Source: an optimization exercise on an open RTL-to-GDS flow (aim: small area). Production flows keep margins and buffers that such runs may drop.
In this exercise RTL edits were held to simulation tests only and were not proved equivalent to the original.
No driver is modelled on the clock port, so clock power and skew are understated where the tree is cut down; a real chip needs a root buffer or a tree.
Power figures rest on the tool's default switching activity, not on a simulated workload.

// dmqh
module dmqh (
    input  wire        clk,
    input  wire        rst,              
    input  wire        tick_valid,
    input  wire [31:0] tick_cmd,
    output reg         tick_resp_valid,
    output wire [31:0] tick_resp,
    input  wire        host_valid,
    input  wire [31:0] host_cmd,
    output reg         host_resp_valid,
    output wire [31:0] host_resp,
    output wire [11:0] digit_en,
    output wire [7:0]  seg,
    output wire        relay,
    output wire        evt_pending
);
    reg [3:0]  idx;           
    reg [7:0]  buf_r [0:11];
    reg [7:0]  segout;
    reg [1:0]  lastph;
    reg        lastbtn;
    reg [1:0]  mbox;
    reg        relay_r;
    reg [15:0] tlow;
    reg [15:0] thigh;
    reg        t_err;         
    reg [1:0]  t_code;        
    reg [2:0]  h_kind;        
    reg [3:0]  h_arg;         
    localparam [2:0] K_SMALL = 3'b000;   
  ...
export LEC_CHECK = 0
export CAP_MARGIN = 0
export CORE_MARGIN = 2
export CORE_UTILIZATION = 40
export PLACE_DENSITY = 0.6
export SLEW_MARGIN = 0
create_clock -name core_clock -period 10.0 [get_ports {clk}]
standard.sh (not shown) runs the stock make flow with config.mk's settings and CLKGATE_MAP_FILE= SYNTH_SCRIPT=/design/flow/synth_recipe.tcl, a recipe that flattens the netlist after the stock synthesis.
==> flow/flow/run.sh <==
#!/bin/bash
# The standard layout, with these changes:
#  - synthesis: the standard synthesis script, but with an area-oriented ABC
#    script and without extract_fa (the registers are the same);
#  - the smallest buffer (buf_1) on the ports;
#  - a hand-built two-level clock tree (flow/manual_cts.tcl): one root
#    buffer driving one leaf buffer per k-means cluster of flip-flops.
# make's output goes to flow.log; each step's full log is under orfs/logs.
set -euo pipefail
W=$(pwd)
export MY_ABC_SCRIPT=$W/flow/abc_area.script
export BUFFER_PORTS_ARGS="-buffer_cell sky130_fd_sc_hd__buf_1"
export PRE_CTS_TCL=$W/flow/manual_cts.tcl
export MY_CTS_LEAVES=12
export MY_CTS_LEAF_CELL=sky130_fd_sc_hd__clkbuf_8
export MY_CTS_ROOT_CELL=sky130_fd_sc_hd__clkbuf_8
sed -e "s|SYNTH_SCRIPT=[^ ]*|SYNTH_SCRIPT=$W/flow/my_synth.tcl MATCH_CELL_FOOTPRINT=0|" standard.sh > my_standard.sh
grep -q "SYNTH_SCRIPT=$W/flow/my_synth.tcl" my_standard.sh
bash my_standard.sh > flow.log 2>&1
==> flow/flow/abc_area.script <==
strash
&get -n
&deepsyn -J 50
&put
&get -n
&dch -f
&nf -a -R 1000
&st
&dch -f
&nf -a -R 1000
&put
topo
==> flow/flow/manual_cts.tcl <==
# Clock tree built by hand in place of TritonCTS's H-tree: the flip-flops
# are split into clusters by k-means on their placement, each cluster is
# driven by one leaf clock buffer at its centroid, and one root buffer at
# the centroid of the leaves drives the leaves from the clock port.
proc manual_clock_tree {n_leaves leaf_cell root_cell} {
  set db [ord::get_db]
  set block [ord::get_db_block]
  set clk_net [$block findNet clk]
  set leaf_master [$db findMaster $leaf_cell]
  set root_master [$db findMaster $root_cell]
  set sinks {}
  set xs {}
  set ys {}
  foreach it [$clk_net getITerms] {
    set inst [$it getInst]
    set loc [$inst getLocation]
    set m [$inst getMaster]
    lappend sinks $it
    lappend xs [expr {[lindex $loc 0] + [$m getWidth] / 2}]
    lappend ys [expr {[lindex $loc 1] + [$m getHeight] / 2}]
  }
  set n [llength $sinks]
  # k-means, seeded with sinks spread along the sorted x order
  set order [lsort -integer -indices $xs]
  set cx {}
  set cy {}
  for {set k 0} {$k < $n_leaves} {incr k} {
    set i [lindex $order [expr {int(($k + 0.5) * $n / $n_leaves)}]]
    lappend cx [lindex $xs $i]
    lappend cy [lindex $ys $i]
  }
  for {set iter 0} {$iter < 50} {incr iter} {
    set assign {}
    for {set i 0} {$i < $n} {incr i} {
      set best 0
      set bd 1e30
      for {set k 0} {$k < $n_leaves} {incr k} {
        set d [expr {abs([lindex $xs $i] - [lindex $cx $k]) + abs([lindex $ys $i] - [lindex $cy $k])}]
        if {$d < $bd} { set bd $d; set best $k }
      }
      lappend assign $best
    }
    set ncx {}
    set ncy {}
    for {set k 0} {$k < $n_leaves} {incr k} {
      set sx 0.0; set sy 0.0; set c 0
      for {set i 0} {$i < $n} {incr i} {
        if {[lindex $assign $i] == $k} {
          set sx [expr {$sx + [lindex $xs $i]}]
          set sy [expr {$sy + [lindex $ys $i]}]
          incr c
        }
      }
      if {$c > 0} {
        lappend ncx [expr {int($sx / $c)}]
        lappend ncy [expr {int($sy / $c)}]
      } else {
        lappend ncx [lindex $cx $k]
        lappend ncy [lindex $cy $k]
      }
    }
    set cx $ncx
    set cy $ncy
  }
  # root buffer and its net
  set root_net [odb::dbNet_create $block "clknet_root"]
  $root_net setSigType CLOCK
  set root [odb::dbInst_create $block $root_master "clkbuf_root"]
  [$root findITerm A] connect $clk_net
  [$root findITerm X] connect $root_net
  set rx 0.0; set ry 0.0; set used 0
  for {set k 0} {$k < $n_leaves} {incr k} {
    set members {}
    for {set i 0} {$i < $n} {incr i} {
      if {[lindex $assign $i] == $k} { lappend members [lindex $sinks $i] }
    }
    if {[llength $members] == 0} { continue }
    set net [odb::dbNet_create $block "clknet_leaf_$k"]
    $net setSigType CLOCK
    set buf [odb::dbInst_create $block $leaf_master "clkbuf_leaf_$k"]
    [$buf findITerm A] connect $root_net
    [$buf findITerm X] connect $net
    foreach it $members {
      $it disconnect
      $it connect $net
    }
    $buf setLocation [lindex $cx $k] [lindex $cy $k]
    $buf setPlacementStatus PLACED
    set rx [expr {$rx + [lindex $cx $k]}]
    set ry [expr {$ry + [lindex $cy $k]}]
    incr used
    puts "manual CTS: leaf $k drives [llength $members] sinks"
  }
  $root setLocation [expr {int($rx / $used)}] [expr {int($ry / $used)}]
  $root setPlacementStatus PLACED
  global_connect
  puts "manual CTS: 1 root $root_cell, $used leaves $leaf_cell"
}

# Used as ORFS's PRE_CTS_TCL hook: the CTS step's clock_tree_synthesis call
# builds the tree above instead.
proc clock_tree_synthesis {args} {
  manual_clock_tree $::env(MY_CTS_LEAVES) $::env(MY_CTS_LEAF_CELL) $::env(MY_CTS_ROOT_CELL)
  set_propagated_clock [all_clocks]
}
Other scripts of this flow, unchanged in this note and not shown: flow/flow/my_synth.tcl
==> next run, changes <==
--- a/flow/flow/run.sh
+++ b/flow/flow/run.sh
@@ -16,3 +16,3 @@
 export MY_CTS_ROOT_CELL=sky130_fd_sc_hd__clkbuf_8
-sed -e "s|SYNTH_SCRIPT=[^ ]*|SYNTH_SCRIPT=$W/flow/my_synth.tcl MATCH_CELL_FOOTPRINT=0|" standard.sh > my_standard.sh
+sed "s|SYNTH_SCRIPT=[^ ]*|SYNTH_SCRIPT=$W/flow/my_synth.tcl|" standard.sh > my_standard.sh
 grep -q "SYNTH_SCRIPT=$W/flow/my_synth.tcl" my_standard.sh
==> flow/flow/abc_area.script (replaced) <==
strash
&get -n
&deepsyn -J 50
&put
&get -n
&dch -f
&nf -a
&put
topo
What happened: The changed run went through all stages and came out clean. Wire length drops by 3.7%. Worst setup slack improved by 1000 ps. Total power drops by 0.65%. Core utilization is about the same. Sequential power drops by about 0.6%. Register-to-register slack got worse by 20 ps. Area after synthesis climbs by 1.1%. Die area climbs by 1.1%. Cell area climbs by 0.69%. Critical path depth drops by 5. First-iteration DRC count drops by 14%.
==> next run, changes <==
--- a/flow/flow/run.sh
+++ b/flow/flow/run.sh
@@ -16,3 +16,4 @@
 export MY_CTS_ROOT_CELL=sky130_fd_sc_hd__clkbuf_8
-sed "s|SYNTH_SCRIPT=[^ ]*|SYNTH_SCRIPT=$W/flow/my_synth.tcl|" standard.sh > my_standard.sh
+export MY_CTS_SLACK=1
+sed "s|SYNTH_SCRIPT=[^ ]*|SYNTH_SCRIPT=$W/flow/my_synth.tcl REMOVE_ABC_BUFFERS=1|" standard.sh > my_standard.sh
 grep -q "SYNTH_SCRIPT=$W/flow/my_synth.tcl" my_standard.sh
==> flow/flow/abc_area.script (replaced) <==
strash
&get -n
&deepsyn -J 50
&put
&get -n
&dch -f
&nf -a -R 1000
&st
&dch -f
&nf -a -R 1000
&put
topo
--- a/flow/flow/manual_cts.tcl
+++ b/flow/flow/manual_cts.tcl
@@ -31,12 +31,21 @@
   }
-  for {set iter 0} {$iter < 50} {incr iter} {
-    set assign {}
+  # k-means with a cap on the sinks per cluster: each round assigns the
+  # (sink, cluster) pairs in order of distance, skipping full clusters
+  set cap [expr {($n + $n_leaves - 1) / $n_leaves + $::env(MY_CTS_SLACK)}]
+  for {set iter 0} {$iter < 30} {incr iter} {
+    set pairs {}
     for {set i 0} {$i < $n} {incr i} {
-      set best 0
-      set bd 1e30
       for {set k 0} {$k < $n_leaves} {incr k} {
-        set d [expr {abs([lindex $xs $i] - [lindex $cx $k]) + abs([lindex $ys $i] - [lindex $cy $k])}]
-        if {$d < $bd} { set bd $d; set best $k }
+        lappend pairs [list [expr {abs([lindex $xs $i] - [lindex $cx $k]) + abs([lindex $ys $i] - [lindex $cy $k])}] $i $k]
       }
-      lappend assign $best
+    }
+    set pairs [lsort -real -index 0 $pairs]
+    set assign [lrepeat $n -1]
+    set count [lrepeat $n_leaves 0]
+    foreach p $pairs {
+      lassign $p d i k
+      if {[lindex $assign $i] >= 0} { continue }
+      if {[lindex $count $k] >= $cap} { continue }
+      lset assign $i $k
+      lset count $k [expr {[lindex $count $k] + 1}]
     }
Outcome:
- The changed run went through all stages and came out clean
- first-iteration DRC count came out higher by about 7%
- worst setup slack loses 880 ps
- power came out higher by 1.3%
- final cell count came out lower by about 0.5%
==> next run, changes <==
- CAP_MARGIN: 0 -> 10
- GPL_TIMING_DRIVEN: default -> 0
- SLEW_MARGIN: 0 -> 10
Effect: Final area came out lower slightly; cell count came out lower slightly; global-route usage came out lower by 1.8 points; first-iteration DRC count came out lower slightly; fmax came out lower by a little under a tenth.
No run of this note takes its clock network from TritonCTS; it comes from the design's own scripts or RTL.

afterwards: timing with drivers on the ports:
The flow's constraints put no driver on any port. The routed layouts listed below were extracted and timed again, unchanged, in two steps. Step 1, drivers: a clkbuf_16 drives clk and a buf_2 each remaining input, both assumed. Step 2 moves the port delays by t, midway between the first and last clock arrival at a register: inputs arrive t later, outputs are due t later. That takes back most of the time a late clock gives input paths. a / b / c = no drivers / after step 1 / after step 2; a / b = the first two.
| run | shift t [ns] | setup slack, ns | worst setup path at the end | clock arrival spread, ns | worst data-port slew with drivers (ns) |
|---|---|---|---|---|---|
| the first run | 0.488 | 3.188 / 3.204 / 2.716 | input to register | 0.063 / 0.063 | 0.05 |
| the second run | 0.495 | 4.187 / 4.196 / 3.701 | input to register | 0.036 / 0.036 | 0.04 |
| the third run | 0.496 | 3.308 / 3.325 / 2.829 | input to register | 0.040 / 0.040 | 0.04 |
| the fourth run | 0.498 | 2.801 / 2.819 / 2.321 | input to register | 0.026 / 0.027 | 0.04 |
After both steps every run listed still meets setup and hold. The setup slack of the second run, which loses most, moves by +0.009 ns with the drivers and by -0.486 ns with both steps.
